This design comes from an exercise in tuning for small area on the open sky130 flow, not from production work. Where RTL was checked, it was by simulation tests only, not by an equivalence proof against the original. Power is estimated from default activity; no workload was simulated.

==> run Z <==
==> flow/design.v (excerpt) <==
module stepper_sequencer (
    input  wire        clk,
    input  wire        rst,           
    input  wire        cmd_valid,
    output wire        cmd_ready,
    input  wire [47:0] cmd,
    output wire        rsp_valid,
    output wire [39:0] rsp,
    output reg         ser_latch,
    output reg         ser_data,
    output reg         ser_clk,
    output wire [7:0]  duty_a1,
    output wire [7:0]  duty_b1,
    output wire [7:0]  duty_a2,
    output wire [7:0]  duty_b2,
    output wire        delay_req,
    output wire [31:0] delay_ms,
    input  wire        delay_ack
);
clock: 22.0 ns
lec_check: 0
abc_area: 1
cap_margin: 20
core_margin: 2
core_utilization: 65
place_density: 0.75
slew_margin: 20
standard.sh (not shown) runs the stock make flow with config.mk's settings and CLKGATE_MAP_FILE= SYNTH_SCRIPT=/design/flow/synth_recipe.tcl, a recipe that flattens the netlist after the stock synthesis.
==> flow/flow/run.sh <==
#!/bin/bash
# Own layout flow: the standard ORFS flow, with
#  - port buffers of the smallest buffer cell (every port still gets its buffer),
#  - one tie cell per constant instead of one per constant load,
#  - a clock tree without dummy loads, built from clkbuf_8 clusters of at most 14 sinks.
# The full make output goes to run_make.log in the work folder; ORFS's own
# per-step logs stay under orfs/logs.
set -euo pipefail
CTS="-sink_clustering_enable -repair_clock_nets -dont_use_dummy_load -buf_list sky130_fd_sc_hd__clkbuf_8 -sink_clustering_size 14 -sink_clustering_max_diameter 60"
bash standard.sh \
  "BUFFER_PORTS_ARGS=-buffer_cell sky130_fd_sc_hd__buf_1" \
  "CTS_ARGS=$CTS" \
  SKIP_REPAIR_TIE_FANOUT=1 \
  finish > run_make.log 2>&1
==> run B (differences from run Z) <==
--- a/flow/design.v
+++ b/flow/design.v
@@ -18,12 +18,13 @@
     input  wire        delay_ack
 );
     localparam [3:0] S_IDLE = 4'd0;
     localparam [3:0] S_DIV  = 4'd1;    
     localparam [3:0] S_LOAD = 4'd2;    
     localparam [3:0] S_LOOP = 4'd3;
+    localparam [3:0] S_CORE = 4'd4;
     localparam [3:0] S_TX   = 4'd5;
     localparam [3:0] S_PWA  = 4'd6;
     localparam [3:0] S_PWB  = 4'd7;
     localparam [3:0] S_P1   = 4'd8;    
     localparam [3:0] S_P3   = 4'd9;    
     localparam [3:0] S_RESP = 4'd10;
@@ -56,13 +57,13 @@
     reg        mdone;    
     reg [7:0]  lw;       
     reg        valid0, valid1;
     reg        nz0, nz1;
     reg [25:0] sq0, sq1;
     reg [25:0] us0, us1;
-    reg [9:0]  rem0, rem1;
+    reg [10:0] rem0, rem1;
     reg        ovr;      
     reg [5:0]  pos0, pos1;
     reg [7:0]  da1, db1, da2, db2;
     wire [3:0] c_op   = cmd[47:44];
     wire [2:0] c_port = cmd[43:41];
     wire [2:0] c_dir  = cmd[40:38];
@@ -114,19 +115,18 @@
     wire p_end  = (cnt == 5'd26);                     
     wire sqtap  = ps ? sq1[0] : sq0[0];
     wire ustap  = ps ? us1[0] : us0[0];
     wire k60    = SIXTY_MILLION[ph];
     wire dbit   = s_load ? ustap : (new_op ? k60 : sqtap);
     wire c_le10 = ~cnt[4] & (~cnt[3] | (~cnt[2] & ~(cnt[1] & cnt[0])));    
-    wire c_le9  = c_le10 & ~(cnt[3] & cnt[1]);                              
     wire radd   = (st == S_TX) & (op == O_STEP) & c_le10;
     wire rsub   = (st == S_LOOP) & ovr & c_le10;
     wire remop  = radd | rsub;
     wire kbit   = THOUSAND[cnt[3:0]];
     wire ring0  = m1k ? sc[16] : sc[0];               
-    wire a_bit  = remop ? (remtap & c_le9) : s_cor ? sc[16] : (first ? dbit : (prev & ~fp));
+    wire a_bit  = remop ? remtap : s_cor ? sc[16] : (first ? dbit : (prev & ~fp));
     wire dv_bit = m1k ? kbit : imm[0];
     wire b_bit  = radd ? sc[16] : rsub ? ~kbit : s_cor ? (dv_bit & ~sub) : (dv_bit ^ sub);
     wire c_in   = first ? (rsub | (sub & ~s_cor & ~radd)) : cy;
     wire s_bit  = a_bit ^ b_bit ^ c_in;
     wire c_out  = (a_bit & b_bit) | (a_bit & c_in) | (b_bit & c_in);
     wire q_bit  = ~s_bit & (m1k | ~(imm[0] | (|imm[31:27])));
@@ -259,35 +259,36 @@
                 S_IDLE: if (cmd_valid) begin
                     if (c_rc != 3'd0)
                         st <= S_RESP;
                     else case (c_op)
                         4'd1, 4'd2: st <= S_DIV;
                         4'd4:       st <= S_LOAD;
-                        default:    st <= S_TX;
+                        default:    st <= S_CORE;
                     endcase
                 end
                 S_DIV: if (p_end && ph == 5'd0) st <= S_RESP;
                 S_LOAD: if (p_end && ph == ld_k) st <= S_LCOR;
                 S_LCOR: if (a_end) st <= S_LOOP;
                 S_LOOP: if (cnt == 5'd31) begin
-                    if (main_more || (micro && !home)) st <= S_TX;
+                    if (main_more || (micro && !home)) st <= S_CORE;
                     else st <= S_RESP;
                 end
+                S_CORE: st <= S_TX;
                 S_TX:   if (cnt == 5'd26) st <= (op == O_LW) ? S_RESP : S_PWA;
                 S_PWA:  st <= S_PWB;
                 S_PWB:  st <= (op == O_STEP) ? S_P1 : S_RESP;
                 S_P1: if (delay_ack) st <= ovr ? S_P3 : S_LOOP;
                 S_P3: if (delay_ack) st <= S_LOOP;
                 default: st <= S_IDLE;    
             endcase
         end
     end
     wire s_tx = (st == S_TX);
     wire pv   = ~rst & tx_val;
     always @(posedge clk) begin
-        if (rst | (s_tx & first)) lw <= (lw & ~l_m) | (l_v & l_m);
+        if (rst | (st == S_CORE)) lw <= (lw & ~l_m) | (l_v & l_m);
         if (rst | (s_tx & (tx_act == 2'd0))) ser_latch <= pv;
         if (rst | (s_tx & (tx_act == 2'd1))) ser_data  <= pv;
         if (rst | (s_tx & (tx_act == 2'd2))) ser_clk   <= pv;
         if (rst | ((st == S_PWA) & ~ps)) da1 <= dval;
         if (rst | ((st == S_PWA) &  ps)) da2 <= dval;
         if (rst | ((st == S_PWB) & ~ps)) db1 <= dval;
@@ -295,24 +296,24 @@
         if (rst | (s_div & new_op & ~ps)) valid0 <= ~rst;
         if (rst | (s_div & new_op &  ps)) valid1 <= ~rst;
     end
     wire acc_ok = (st == S_IDLE) && cmd_valid && (c_rc == 3'd0);
     wire sq_w   = s_div & new_op & p_end;
     wire us_w   = s_div & (new_op | p_end);
-    wire rem_en = s_div | (remop & c_le9);
+    wire rem_en = s_div | remop;
     wire rem_in = ~s_div & s_bit;
-    wire pos_en = (s_div && new_op) || ((st == S_TX) && first && (op == O_ONE || op == O_STEP));
+    wire pos_en = (s_div && new_op) || ((st == S_CORE) && (op == O_ONE || op == O_STEP));
     wire [5:0] pos_d = s_div ? 6'd0 : np;
     wire nz_en  = acc_ok && (c_op == 4'd1);
     wire us_bit = ~new_op & q_bit;
     wire sc_hi_en = (act & (s_div | (m1k & c_le10))) | radd;
     wire sc_lo_en = act & (s_div | (s_load & a_end));
     wire imm_lo_en = (st == S_IDLE) || (st == S_LOOP) || (s_div & act);
     wire imm_hi_en = (st == S_IDLE) || (st == S_LOOP);
     always @(posedge clk) begin
-        ph  <= (rst | (ph == 5'd0)) ? 5'd25 : ph - 5'd1;
+        ph  <= (ph == 5'd0) ? 5'd25 : ph - 5'd1;
         sq0 <= {(sq_w & ~ps) ? q_bit : sq0[0], sq0[25:1]};
         sq1 <= {(sq_w &  ps) ? q_bit : sq1[0], sq1[25:1]};
         us0 <= {(us_w & ~ps) ? us_bit : us0[0], us0[25:1]};
         us1 <= {(us_w &  ps) ? us_bit : us1[0], us1[25:1]};
     end
     always @(posedge clk) begin
@@ -362,13 +363,13 @@
             if (!main_more) mdone <= 1'b1;
         end
         if (nz_en) begin
             if (c_ps) nz1 <= ~z_imm; else nz0 <= ~z_imm;
         end
         if (rem_en) begin
-            if (ps) rem1 <= {rem_in, rem1[9:1]}; else rem0 <= {rem_in, rem0[9:1]};
+            if (ps) rem1 <= {rem_in, rem1[10:1]}; else rem0 <= {rem_in, rem0[10:1]};
         end
         if (pos_en) begin
             if (ps) pos1 <= pos_d; else pos0 <= pos_d;
         end
     end
 endmodule
==> flow/flow/run.sh (replaced) <==
#!/bin/bash
# Own layout flow: the standard ORFS flow, with
#  - port buffers of the smallest buffer cell (every port still gets its buffer),
#  - a clock tree without dummy loads, built from clkbuf_8 clusters of at most 14 sinks.
# The full make output goes to run_make.log in the work folder; ORFS's own
# per-step logs stay under orfs/logs.
set -euo pipefail
CTS="-sink_clustering_enable -repair_clock_nets -dont_use_dummy_load -buf_list sky130_fd_sc_hd__clkbuf_8 -sink_clustering_size 14 -sink_clustering_max_diameter 60"
bash standard.sh \
  "BUFFER_PORTS_ARGS=-buffer_cell sky130_fd_sc_hd__buf_1" \
  "CTS_ARGS=$CTS" \
  finish > run_make.log 2>&1
==> run X (differences from run Z) <==
--- a/flow/design.v
+++ b/flow/design.v
@@ -18,12 +18,13 @@
     input  wire        delay_ack
 );
     localparam [3:0] S_IDLE = 4'd0;
     localparam [3:0] S_DIV  = 4'd1;    
     localparam [3:0] S_LOAD = 4'd2;    
     localparam [3:0] S_LOOP = 4'd3;
+    localparam [3:0] S_CORE = 4'd4;
     localparam [3:0] S_TX   = 4'd5;
     localparam [3:0] S_PWA  = 4'd6;
     localparam [3:0] S_PWB  = 4'd7;
     localparam [3:0] S_P1   = 4'd8;    
     localparam [3:0] S_P3   = 4'd9;    
     localparam [3:0] S_RESP = 4'd10;
@@ -56,13 +57,13 @@
     reg        mdone;    
     reg [7:0]  lw;       
     reg        valid0, valid1;
     reg        nz0, nz1;
     reg [25:0] sq0, sq1;
     reg [25:0] us0, us1;
-    reg [9:0]  rem0, rem1;
+    reg [10:0] rem0, rem1;
     reg        ovr;      
     reg [5:0]  pos0, pos1;
     reg [7:0]  da1, db1, da2, db2;
     wire [3:0] c_op   = cmd[47:44];
     wire [2:0] c_port = cmd[43:41];
     wire [2:0] c_dir  = cmd[40:38];
@@ -114,19 +115,18 @@
     wire p_end  = (cnt == 5'd26);                     
     wire sqtap  = ps ? sq1[0] : sq0[0];
     wire ustap  = ps ? us1[0] : us0[0];
     wire k60    = SIXTY_MILLION[ph];
     wire dbit   = s_load ? ustap : (new_op ? k60 : sqtap);
     wire c_le10 = ~cnt[4] & (~cnt[3] | (~cnt[2] & ~(cnt[1] & cnt[0])));    
-    wire c_le9  = c_le10 & ~(cnt[3] & cnt[1]);                              
     wire radd   = (st == S_TX) & (op == O_STEP) & c_le10;
     wire rsub   = (st == S_LOOP) & ovr & c_le10;
     wire remop  = radd | rsub;
     wire kbit   = THOUSAND[cnt[3:0]];
     wire ring0  = m1k ? sc[16] : sc[0];               
-    wire a_bit  = remop ? (remtap & c_le9) : s_cor ? sc[16] : (first ? dbit : (prev & ~fp));
+    wire a_bit  = remop ? remtap : s_cor ? sc[16] : (first ? dbit : (prev & ~fp));
     wire dv_bit = m1k ? kbit : imm[0];
     wire b_bit  = radd ? sc[16] : rsub ? ~kbit : s_cor ? (dv_bit & ~sub) : (dv_bit ^ sub);
     wire c_in   = first ? (rsub | (sub & ~s_cor & ~radd)) : cy;
     wire s_bit  = a_bit ^ b_bit ^ c_in;
     wire c_out  = (a_bit & b_bit) | (a_bit & c_in) | (b_bit & c_in);
     wire q_bit  = ~s_bit & (m1k | ~(imm[0] | (|imm[31:27])));
@@ -259,35 +259,36 @@
                 S_IDLE: if (cmd_valid) begin
                     if (c_rc != 3'd0)
                         st <= S_RESP;
                     else case (c_op)
                         4'd1, 4'd2: st <= S_DIV;
                         4'd4:       st <= S_LOAD;
-                        default:    st <= S_TX;
+                        default:    st <= S_CORE;
                     endcase
                 end
                 S_DIV: if (p_end && ph == 5'd0) st <= S_RESP;
                 S_LOAD: if (p_end && ph == ld_k) st <= S_LCOR;
                 S_LCOR: if (a_end) st <= S_LOOP;
                 S_LOOP: if (cnt == 5'd31) begin
-                    if (main_more || (micro && !home)) st <= S_TX;
+                    if (main_more || (micro && !home)) st <= S_CORE;
                     else st <= S_RESP;
                 end
+                S_CORE: st <= S_TX;
                 S_TX:   if (cnt == 5'd26) st <= (op == O_LW) ? S_RESP : S_PWA;
                 S_PWA:  st <= S_PWB;
                 S_PWB:  st <= (op == O_STEP) ? S_P1 : S_RESP;
                 S_P1: if (delay_ack) st <= ovr ? S_P3 : S_LOOP;
                 S_P3: if (delay_ack) st <= S_LOOP;
                 default: st <= S_IDLE;    
             endcase
         end
     end
     wire s_tx = (st == S_TX);
     wire pv   = ~rst & tx_val;
     always @(posedge clk) begin
-        if (rst | (s_tx & first)) lw <= (lw & ~l_m) | (l_v & l_m);
+        if (rst | (st == S_CORE)) lw <= (lw & ~l_m) | (l_v & l_m);
         if (rst | (s_tx & (tx_act == 2'd0))) ser_latch <= pv;
         if (rst | (s_tx & (tx_act == 2'd1))) ser_data  <= pv;
         if (rst | (s_tx & (tx_act == 2'd2))) ser_clk   <= pv;
         if (rst | ((st == S_PWA) & ~ps)) da1 <= dval;
         if (rst | ((st == S_PWA) &  ps)) da2 <= dval;
         if (rst | ((st == S_PWB) & ~ps)) db1 <= dval;
@@ -295,15 +296,15 @@
         if (rst | (s_div & new_op & ~ps)) valid0 <= ~rst;
         if (rst | (s_div & new_op &  ps)) valid1 <= ~rst;
     end
     wire acc_ok = (st == S_IDLE) && cmd_valid && (c_rc == 3'd0);
     wire sq_w   = s_div & new_op & p_end;
     wire us_w   = s_div & (new_op | p_end);
-    wire rem_en = s_div | (remop & c_le9);
+    wire rem_en = s_div | remop;
     wire rem_in = ~s_div & s_bit;
-    wire pos_en = (s_div && new_op) || ((st == S_TX) && first && (op == O_ONE || op == O_STEP));
+    wire pos_en = (s_div && new_op) || ((st == S_CORE) && (op == O_ONE || op == O_STEP));
     wire [5:0] pos_d = s_div ? 6'd0 : np;
     wire nz_en  = acc_ok && (c_op == 4'd1);
     wire us_bit = ~new_op & q_bit;
     wire sc_hi_en = (act & (s_div | (m1k & c_le10))) | radd;
     wire sc_lo_en = act & (s_div | (s_load & a_end));
     wire imm_lo_en = (st == S_IDLE) || (st == S_LOOP) || (s_div & act);
@@ -362,13 +363,13 @@
             if (!main_more) mdone <= 1'b1;
         end
         if (nz_en) begin
             if (c_ps) nz1 <= ~z_imm; else nz0 <= ~z_imm;
         end
         if (rem_en) begin
-            if (ps) rem1 <= {rem_in, rem1[9:1]}; else rem0 <= {rem_in, rem0[9:1]};
+            if (ps) rem1 <= {rem_in, rem1[10:1]}; else rem0 <= {rem_in, rem0[10:1]};
         end
         if (pos_en) begin
             if (ps) pos1 <= pos_d; else pos0 <= pos_d;
         end
     end
 endmodule
==> flow/flow/run.sh (replaced) <==
#!/bin/bash
# Own layout flow: the standard ORFS flow, with
#  - port buffers of the smallest buffer cell (every port still gets its buffer),
#  - one tie cell per constant instead of one per constant load,
#  - a clock tree without dummy loads, built from clkbuf_8 clusters of at most 18 sinks.
# The full make output goes to run_make.log in the work folder; ORFS's own
# per-step logs stay under orfs/logs.
set -euo pipefail
CTS="-sink_clustering_enable -repair_clock_nets -dont_use_dummy_load -buf_list sky130_fd_sc_hd__clkbuf_8 -sink_clustering_size 18 -sink_clustering_max_diameter 60"
bash standard.sh \
  "BUFFER_PORTS_ARGS=-buffer_cell sky130_fd_sc_hd__buf_1" \
  "CTS_ARGS=$CTS" \
  SKIP_REPAIR_TIE_FANOUT=1 \
  finish > run_make.log 2>&1
--- a/flow/config.mk
+++ b/flow/config.mk
@@ -5,9 +5,9 @@
 export SDC_FILE = /design/flow/constraint.sdc
 export NUM_CORES = 4
 export LEC_CHECK = 0
 export ABC_AREA = 1
 export CAP_MARGIN = 20
 export CORE_MARGIN = 2
-export CORE_UTILIZATION = 65
-export PLACE_DENSITY = 0.75
+export CORE_UTILIZATION = 75
+export PLACE_DENSITY = 0.85
 export SLEW_MARGIN = 20
==> comparison <==
- The highest clock skew belongs to run X, the lowest to run Z.
- Of run B and run X, run B has the higher final cell count (gap about 6%, measured against run X).
- Run Z ran to the end with no violations. Run X produced a clean layout. Run B passed the timing, design-rule and antenna checks.
- In run B the synthesized cell count is higher than in run X, by 0.35%.
- Of run X and run B, run B has the higher combinational power (gap about 6.5%, measured against run B).
For run B, only the layout was checked, not whether the RTL still works.

separate check: timing with driven ports:
In the flow no input, the clock included, has a driving cell. The finished layouts below were timed again as built, in two steps.
Step 1 sets driving cells, clkbuf_16 on the clock port and buf_2 on the other inputs (assumed; they add their load-dependent delay and slew).
Step 2 moves the port delays by t, midway between the first and last clock arrival at a register: inputs arrive t later, outputs are due t later. That takes back most of the time a late clock gives input paths.
Three values: no drivers, after step 1, after step 2; two values: the first two.
run	t (ns)	setup slack, ns	hold slack, ns	latest minus earliest clock arrival (ns)	cell pins on the clock port's net
run Z	0.563	14.847 / 14.807 / 15.370	0.317 / 0.317 / 0.317	0.037 / 0.038	1
run B	0.587	14.967 / 14.925 / 15.512	0.304 / 0.304 / 0.304	0.057 / 0.057	1
run X	0.555	14.903 / 14.863 / 15.418	0.332 / 0.332 / 0.332	0.060 / 0.060	1
After both steps setup and hold are still met in every run listed.
